From an optimization exercise on the open Yosys and OpenROAD flow, aimed at small area, a short achievable clock period and few clock cycles; shortcuts taken in it are not production practice.
Function was checked by simulation only, so behaviour that the tests miss may differ from the original.
No activity file was given, so power comes from the tool's default toggle rates.

==> trial 8: inputs <==
// hobd_core
module hobd_core (
    input             clk,
    input             rst,
    input             p_valid,
    input      [9:0]  p_word,
    output     [1:0]  p_resp,
    input             c_valid,
    input      [3:0]  c_op,
    output            c_ready,
    output            c_done,
    output     [1:0]  c_ref,
    output     [31:0] c_resp,
    output            tx_valid,
    output     [31:0] tx_id,
    output     [3:0]  tx_dlc,
    output     [63:0] tx_data,
    input             tx_fail,
    output            diag_valid,
    output     [7:0]  diag_code,
    output            msg_valid,
    output     [7:0]  msg_type,
    output     [7:0]  msg_len,
    output reg        rx_en
);
    localparam FRAME_SYNC = 8'hFA;
    localparam MSG_DATA   = 8'h36;
    localparam OP_NOP = 4'h0, OP_INIT = 4'h1, OP_ENABLE = 4'h2, OP_DISABLE = 4'h3,
               OP_UPDATE = 4'h4, OP_RB_INIT = 4'h5, OP_RB_FLUSH = 4'h6, OP_RB_GET = 4'h7,
               OP_DEC_STEP = 4'h8, OP_PUBLISH = 4'h9, OP_RD_STATUS = 4'hA, OP_RD_COUNT = 4'hB;
    localparam L_UNINIT = 2'd0, L_DISABLED = 2'd1, L_ENABLED = 2'd2;
    localparam D_IDLE = 2'd0, D_LEN = 2'd1, D_PAYLOAD = 2'd2, D_CSUM = 2'd3;
    localparam W_TYPE = 2'd0, W_HI = 2'd1, W_LO = 2'd2, W_SZ = 2'd3;
    localparam S_IDLE = 3'd0, S_UPD = 3'd1, S_PUB = 3'd2, S_STEP = 3'd3, S_GET = 3'd4;
    reg [7:0]  buf_mem [0:63];
    reg [5:0]  head, tail, dptr;
    reg [5:0]  rptr;                 
    reg [7:0]  bq;                   
    reg        bqv;
    reg [6:0]  count;                
    reg [6:0]  ucnt;                 
    reg        overflow, err;
    reg [1:0]  ds;                   
    reg [7:0]  dlm1;                 
    reg [7:0]  rem;                  
    reg [7:0]  nsum;                 
    reg [7:0]  mtype;
    reg        isdata;
    reg        wact;                 
    reg [1:0]  wf;                   
    reg        wdat;                 
    reg [7:0]  whi;                  
    reg [8:0]  welem;                
    reg [6:0]  wk;                   
    reg [3:0]  wo;                   
    reg [7:0]  stg [0:91];           
  ...
Settings: LEC_CHECK=0, ABC_CLOCK_PERIOD_IN_PS=5000, CAP_MARGIN=20, CORE_MARGIN=2, CORE_UTILIZATION=55, CTS_CLUSTER_DIAMETER=100, CTS_CLUSTER_SIZE=26, SETUP_SLACK_MARGIN=5, SLEW_MARGIN=20; clock period 10.0 ns.
standard.sh (not shown) runs the stock make flow with config.mk's settings and CLKGATE_MAP_FILE= SYNTH_SCRIPT=/design/flow/synth_recipe.tcl, a recipe that flattens the netlist after the stock synthesis.
==> flow/flow/run.sh <==
#!/bin/bash
set -euo pipefail
cd "$(dirname "$0")/.."
bash standard.sh SETUP_SLACK_MARGIN=5.55 \
  "BUFFER_PORTS_ARGS=-buffer_cell sky130_fd_sc_hd__buf_4" finish > flow_make.log 2>&1
==> inputs of build 30, as changes to trial 8 <==
==> flow/flow/run.sh (replaced) <==
#!/bin/bash
set -euo pipefail
cd "$(dirname "$0")/.."
bash standard.sh SETUP_SLACK_MARGIN=5.5 \
  "BUFFER_PORTS_ARGS=-buffer_cell sky130_fd_sc_hd__buf_4" finish > flow_make.log 2>&1
==> flow/config.mk (replaced) <==
export PLATFORM = sky130hd
export DESIGN_NAME = hobd_core
export DESIGN_NICKNAME = hobd_core
export VERILOG_FILES = /design/flow/design.v
export SDC_FILE = /design/flow/constraint.sdc
export NUM_CORES = 4
export LEC_CHECK = 0
export ABC_CLOCK_PERIOD_IN_PS = 5000
export CAP_MARGIN = 20
export CORE_MARGIN = 2
export CORE_UTILIZATION = 60
export CTS_CLUSTER_DIAMETER = 80
export CTS_CLUSTER_SIZE = 30
export PLACE_DENSITY = 0.68
export SETUP_SLACK_MARGIN = 5
export SLEW_MARGIN = 20
==> inputs of build 10, as changes to trial 8 <==
--- a/flow/design.v
+++ b/flow/design.v
@@ -45,27 +45,26 @@
     reg [7:0]  nsum;                 
     reg [7:0]  mtype;
     reg        isdata;
     reg        wact;                 
     reg [1:0]  wf;                   
     reg        wdat;                 
     reg [7:0]  whi;                  
+    reg [8:0]  wcand;                
     reg [8:0]  welem;                
     reg [6:0]  wk;                   
     reg [3:0]  wo;                   
     reg [7:0]  stg [0:91];           
     reg [8:0]  sflag;                
     reg        pending;              
     reg [7:0]  rec [0:91];           
     reg [6:0]  ready;
     reg [1:0]  seen4, seen6;         
-    reg        mflag;                
-    reg [15:0] qs;                   
-    reg        qv;
-    reg        ahd;                  
+    reg [1:0]  qcnt;                 
+    reg [15:0] q0, q1;
     reg [1:0]  dcnt;                 
     reg        step_emit;
     reg [1:0]  life;
     reg [2:0]  state;
     reg        pub_upd;
     reg [6:0]  gsel;                 
     reg        psub;
@@ -124,15 +123,15 @@
         end
     endfunction
     function [31:0] le4(input integer o);
         le4 = {rec[o], rec[o+1], rec[o+2], rec[o+3]};
     endfunction
     wire ring_full  = count[6];
     wire ring_empty = (count == 7'd0);
-    wire ahead      = ahd;           
+    wire ahead      = (count != ucnt);
     wire op_reserved = (c_op >= 4'hC);
     reg  op_refused;
     always @(*) begin
         case (c_op)
             OP_NOP, OP_INIT, OP_RD_STATUS: op_refused = 1'b0;
             OP_ENABLE, OP_RB_INIT, OP_RB_FLUSH: op_refused = (life != L_DISABLED);
             default: op_refused = (life == L_UNINIT);
@@ -161,46 +160,34 @@
     wire [7:0] rd_byte = buf_mem[rptr];
     wire       fetch_avail = (ucnt != 7'd0) & ~((ucnt == 7'd1) & bqv);
     wire [7:0] b = bq;
     wire cmdm = upd_acc | (state == S_UPD) | (state == S_STEP);
     wire run_ok = (state == S_UPD) | (state == S_STEP) |
                   ((state == S_IDLE) & (ahead | (ds == D_IDLE)));
     wire stall = (pending & (ds == D_LEN || ds == D_PAYLOAD)) |
-                 (mflag & qv & ~q_pop & (ds == D_LEN)) |
+                 ((qcnt == 2'd2) & (ds == D_CSUM)) |
                  ((dcnt == 2'd3) & (ds == D_LEN));
     wire dgo = bqv & run_ok & ~stall;
     wire dispatch  = dgo & (ds == D_CSUM) & (b == nsum);
     wire diag_push = dgo & (ds == D_LEN) & (b > 8'd128);
-    wire cpend     = pending | (dispatch & isdata);
-    wire upd_op    = c_valid & (c_op == OP_UPDATE);
-    wire upd_ok    = (state == S_IDLE) & (life != L_UNINIT);
-    wire cmd_run   = (state == S_UPD) | (state == S_STEP);
-    wire commit    = (upd_op & upd_ok & cpend) | (cmd_run & cpend);
-    wire [8:0] commit_e = ({9{upd_op}} & {9{upd_ok & cpend}} & sflag) |
-                          ({9{cmd_run & cpend}} & sflag);
+    wire commit    = cmdm & (pending | (dispatch & isdata));
     wire sz_fits   = (b < rem);
-    wire [8:0] sz_match = welem & esz_ok(b);
+    wire [8:0] sz_match = wcand & esz_ok(b);
     wire stg_we    = bqv & (ds == D_PAYLOAD) & wdat;
-    wire [1:0] seen4_if = seen4 | {sflag[5], sflag[4]};
-    wire [1:0] seen6_if = seen6 | {sflag[8], sflag[7]};
-    wire [6:0] ready_if = ready | {&seen6_if, sflag[6], &seen4_if, sflag[3], sflag[2], sflag[1],
-                                   sflag[0]};
-    wire [1:0] seen4_c  = commit ? seen4_if : seen4;
-    wire [1:0] seen6_c  = commit ? seen6_if : seen6;
-    wire [6:0] ready_c  = commit ? ready_if : ready;
-    wire [6:0] pf_c     = commit ? prio_first(ready_if) : prio_first(ready);
-    wire       any_c    = commit ? (ready_if != 7'd0) : (ready != 7'd0);
+    wire [8:0] cm = commit ? sflag : 9'd0;
+    wire [1:0] seen4_c = seen4 | {cm[5], cm[4]};
+    wire [1:0] seen6_c = seen6 | {cm[8], cm[7]};
+    wire [6:0] ready_c = ready | {&seen6_c, cm[6], &seen4_c, cm[3], cm[2], cm[1], cm[0]};
     wire       pub_on  = (state == S_PUB);
     wire [6:0] rest    = ready & ~gsel;
     wire       tx_more = (gsel != 7'd0) & (~psub | (rest != 7'd0));
-    wire       q_more  = pub_upd & ((qv & mflag) | (dcnt > 2'd1));
+    wire       q_more  = pub_upd & ((qcnt > 2'd1) | (dcnt > 2'd1));
     wire       pub_done = pub_on & ~tx_more & ~q_more;
     wire emit_ok = (((state == S_UPD) | pub_on) & pub_upd) | step_emit;
-    wire q_pop   = emit_ok & (qv | mflag);
-    wire m_xfer  = dgo & (ds == D_LEN) & mflag & ~(q_pop & ~qv);
+    wire q_pop   = emit_ok & (qcnt != 2'd0);
     wire d_pop   = emit_ok & (dcnt != 2'd0);
     assign tx_valid = txv;
     reg [31:0] f_id;
     reg [3:0]  f_dlc;
     reg [63:0] f_data;
     always @(*) begin
         f_id   = 32'd0;
@@ -280,25 +267,25 @@
     assign tx_id   = f_id;
     assign tx_dlc  = f_dlc;
     assign tx_data = f_data;
     assign c_done = done_r;
     assign c_ref  = ref_r;
     assign c_resp = {9'd0, resp_r};
     assign msg_valid = q_pop;
-    assign msg_type  = qv ? qs[15:8] : mtype;
-    assign msg_len   = qv ? qs[7:0] : dlm1;
+    assign msg_type  = q0[15:8];
+    assign msg_len   = q0[7:0];
     assign diag_valid = put_ovf | d_pop;
-    assign diag_code  = {6'd0, ~(rx_en & ring_full), rx_en & ring_full};
+    assign diag_code  = {6'd0, ~put_ovf, put_ovf};
     genvar gj;
     generate
         for (gj = 0; gj < 92; gj = gj + 1) begin : g_rec
             always @(posedge clk) begin
                 if (stg_we && welem[rec_elem(gj)] && wo == rec_off(gj))
                     stg[gj] <= b;
-                if (commit_e[rec_elem(gj)])
+                if (commit && sflag[rec_elem(gj)])
                     rec[gj] <= stg[gj];
             end
         end
     endgenerate
     always @(posedge clk) begin
         if (rst) begin
             life      <= L_UNINIT;
@@ -314,17 +301,15 @@
             bqv       <= 1'b0;
             count     <= 7'd0;
             ucnt      <= 7'd0;
             overflow  <= 1'b0;
             err       <= 1'b0;
             ds        <= D_IDLE;
             pending   <= 1'b0;
-            mflag     <= 1'b0;
-            qv        <= 1'b0;
-            ahd       <= 1'b0;
+            qcnt      <= 2'd0;
             dcnt      <= 2'd0;
             step_emit <= 1'b0;
             ready     <= 7'd0;
             seen4     <= 2'd0;
             seen6     <= 2'd0;
             gsel      <= 7'd0;
             psub      <= 1'b0;
@@ -368,15 +353,15 @@
                                 case (wf)
                                     W_HI: begin
                                         if (rem < 8'd3) wact <= 1'b0;
                                         whi <= b;
                                         wf  <= W_LO;
                                     end
                                     W_LO: begin
-                                        welem <= eid_match({whi, b});
+                                        wcand <= eid_match({whi, b});
                                         wf    <= W_SZ;
                                     end
                                     default: begin  
                                         wf <= W_HI;
                                         if (!sz_fits) begin
                                             wact <= 1'b0;
                                         end else if (b != 8'd0) begin
@@ -397,24 +382,33 @@
             if (commit)
                 pending <= 1'b0;
             else if (dispatch & isdata)
                 pending <= 1'b1;
             ready <= ready_c;
             seen4 <= seen4_c;
             seen6 <= seen6_c;
-            if (dispatch)                    mflag <= 1'b1;
-            else if (m_xfer | (q_pop & ~qv)) mflag <= 1'b0;
-            if (m_xfer) begin
-                qs <= {mtype, dlm1};
-                qv <= 1'b1;
-            end else if (q_pop & qv) begin
-                qv <= 1'b0;
-            end
-            if (cmdm)     ahd <= 1'b0;
-            else if (dgo) ahd <= 1'b1;
+            case ({dispatch, q_pop})
+                2'b10: begin
+                    if (qcnt == 2'd0) q0 <= {mtype, dlm1};
+                    else              q1 <= {mtype, dlm1};
+                    qcnt <= qcnt + 2'd1;
+                end
+                2'b01: begin
+                    q0   <= q1;
+                    qcnt <= qcnt - 2'd1;
+                end
+                2'b11: begin
+                    if (qcnt == 2'd1) q0 <= {mtype, dlm1};
+                    else begin
+                        q0 <= q1;
+                        q1 <= {mtype, dlm1};
+                    end
+                end
+                default: ;
+            endcase
             dcnt <= dcnt + {1'b0, diag_push} - {1'b0, d_pop};
             if (put_ok) head <= head + 6'd1;
             if (dgo)    dptr <= dptr + 6'd1;
             if (~bqv | dgo) begin
                 if (fetch_avail) begin
                     bq   <= rd_byte;
                     bqv  <= 1'b1;
@@ -467,18 +461,18 @@
                         end
                         OP_UPDATE: begin
                             done_r   <= 1'b0;
                             pub_upd  <= 1'b1;
                             fail_acc <= 1'b0;
                             psub     <= 1'b0;
                             if (ucnt == 7'd0 || (ucnt == 7'd1 && dgo)) begin
-                                gsel  <= pf_c;
-                                fs0   <= pf_c;
+                                gsel  <= prio_first(ready_c);
+                                fs0   <= prio_first(ready_c);
                                 fs1   <= 7'd0;
-                                txv   <= any_c;
+                                txv   <= (ready_c != 7'd0);
                                 state <= S_PUB;
                             end else begin
                                 state <= S_UPD;
                             end
                         end
                         OP_PUBLISH: begin
                             done_r   <= 1'b0;
@@ -493,18 +487,18 @@
                         end
                         default: ;
                     endcase
                 end
             end
             S_UPD: begin
                 if (ucnt == 7'd0 || (ucnt == 7'd1 && dgo)) begin
-                    gsel  <= pf_c;
-                    fs0   <= pf_c;
+                    gsel  <= prio_first(ready_c);
+                    fs0   <= prio_first(ready_c);
                     fs1   <= 7'd0;
-                    txv   <= any_c;
+                    txv   <= (ready_c != 7'd0);
                     state <= S_PUB;
                 end
             end
             S_PUB: begin
                 if (tx_valid && tx_fail) fail_acc <= 1'b1;
                 if (tx_valid) begin
                     if (psub) begin
@@ -553,17 +547,15 @@
             endcase
             if (rollback) begin
                 dptr    <= tail;
                 rptr    <= tail;
                 bqv     <= 1'b0;
                 ucnt    <= count;
                 pending <= 1'b0;
-                mflag   <= 1'b0;
-                qv      <= 1'b0;
-                ahd     <= 1'b0;
+                qcnt    <= 2'd0;
                 dcnt    <= 2'd0;
                 ds      <= ahead ? D_IDLE : ds;
             end
             if (ring_clr) begin
                 head     <= 6'd0;
                 tail     <= 6'd0;
                 dptr     <= 6'd0;
==> flow/flow/run.sh (replaced) <==
#!/bin/bash
set -euo pipefail
cd "$(dirname "$0")/.."
bash standard.sh SETUP_SLACK_MARGIN=5.4 \
  "BUFFER_PORTS_ARGS=-buffer_cell sky130_fd_sc_hd__buf_4" finish > flow_make.log 2>&1
==> flow/config.mk (replaced) <==
export PLATFORM = sky130hd
export DESIGN_NAME = hobd_core
export DESIGN_NICKNAME = hobd_core
export VERILOG_FILES = /design/flow/design.v
export SDC_FILE = /design/flow/constraint.sdc
export NUM_CORES = 4
export LEC_CHECK = 0
export ABC_CLOCK_PERIOD_IN_PS = 5000
export CAP_MARGIN = 20
export CORE_MARGIN = 2
export CORE_UTILIZATION = 40
export SETUP_SLACK_MARGIN = 5
export SLEW_MARGIN = 20
==> comparison <==
- Die area, lowest first: build 30, trial 8, build 10.
- Clock power, highest first: build 10, build 30, trial 8.
- The lowest non-clock buffer count belongs to build 30, the highest to trial 8.
- Cell count, highest first: build 10, trial 8, build 30.
- The lowest via count belongs to trial 8, the highest to build 10.
- Global-route usage, lowest first: build 10, trial 8, build 30.
- Register-to-register slack: build 30 > trial 8 > build 10.
- The highest critical path depth belongs to build 30, the lowest to trial 8.
- Utilization, highest first: build 30, trial 8, build 10.
==> figures <==
Run status: trial 8 complete, no violations; build 30 complete, no violations; build 10 complete, no violations
Average size of a mapped cell: trial 8 18.4 sq um; build 30 18.4 sq um; build 10 18.5 sq um
Seq pwr share: trial 8 0.603; build 30 0.599; build 10 0.509
Proportion of cell area occupied by multi-input gates: trial 8 0.176; build 30 0.172; build 10 0.166
Slowest Stage Delay on Critical Path: trial 8 0.42 ns; build 30 0.40 ns; build 10 0.41 ns
Worst slew margin relative to its limit: trial 8 0.227; build 30 0.178; build 10 0.150
Total number of H-tree levels: trial 8 3; build 30 3; build 10 4
Count of non-filler cells in the finished layout: trial 8 6,552; build 30 6,368; build 10 7,598
Register cell area after layout: trial 8 64,800 sq um; build 30 64,800 sq um; build 10 65,600 sq um
Vias after detailed routing: trial 8 41,800; build 30 41,900; build 10 42,900
Placement Cell Area: trial 8 83,700 sq um; build 30 83,400 sq um; build 10 85,600 sq um
Invs w/o clock: trial 8 82; build 30 81; build 10 75
Post-cts resize count: trial 8 229; build 30 128; build 10 164
Leak Pwr: trial 8 28.2 nW; build 30 27.9 nW; build 10 30.6 nW
Number of DRC markers in iteration 0: trial 8 5,874; build 30 6,155; build 10 5,257
Number of buffer and inverter instances along the worst setup path: trial 8 3; build 30 3; build 10 2
Final worst setup slack: trial 8 5.43 ns; build 30 5.41 ns; build 10 5.35 ns
Number of multi-input logic gates: trial 8 1,893; build 30 1,893; build 10 1,914
Min-Delay Startpoint: trial 8 stg[29][0]; build 30 stg[77][3]; build 10 stg[44][3]
Testbench counts of trial 8, summed over its fixed seeds: cycles 39,405.
Testbench counts of build 30, summed over its fixed seeds: cycles 39,405.
Testbench counts of build 10, summed over its fixed seeds: cycles 39,367.

[static timing again, ports no longer ideal]
Ports are ideal in the flow. The routed layouts listed here were re-timed in OpenROAD.
Step 1, drivers: a clkbuf_16 drives clk and a buf_2 each remaining input, both assumed.
Step 2, shift: input delay + t, output delay - t, t = (earliest + latest rising clock arrival at the registers) / 2. This alone moves slack from input paths to output paths.
Three values: ideal ports, drivers, drivers and shift; two values: the first two.
| run | t, ns | slack for setup (ns) | worst setup path after step 2 | cell pins on the clock port's net |
|---|---|---|---|---|
| trial 8 | 0.832 | 5.435 / 5.353 / 4.812 | input to register | 1 |
| build 30 | 0.815 | 5.407 / 5.327 / 4.812 | input to register | 1 |
| build 10 | 0.917 | 5.351 / 5.265 / 4.621 | input to register | 1 |
After both steps setup and hold are still met in every run listed. The setup slack of build 10, which loses most, moves by -0.086 ns with the drivers and by -0.730 ns with both steps.
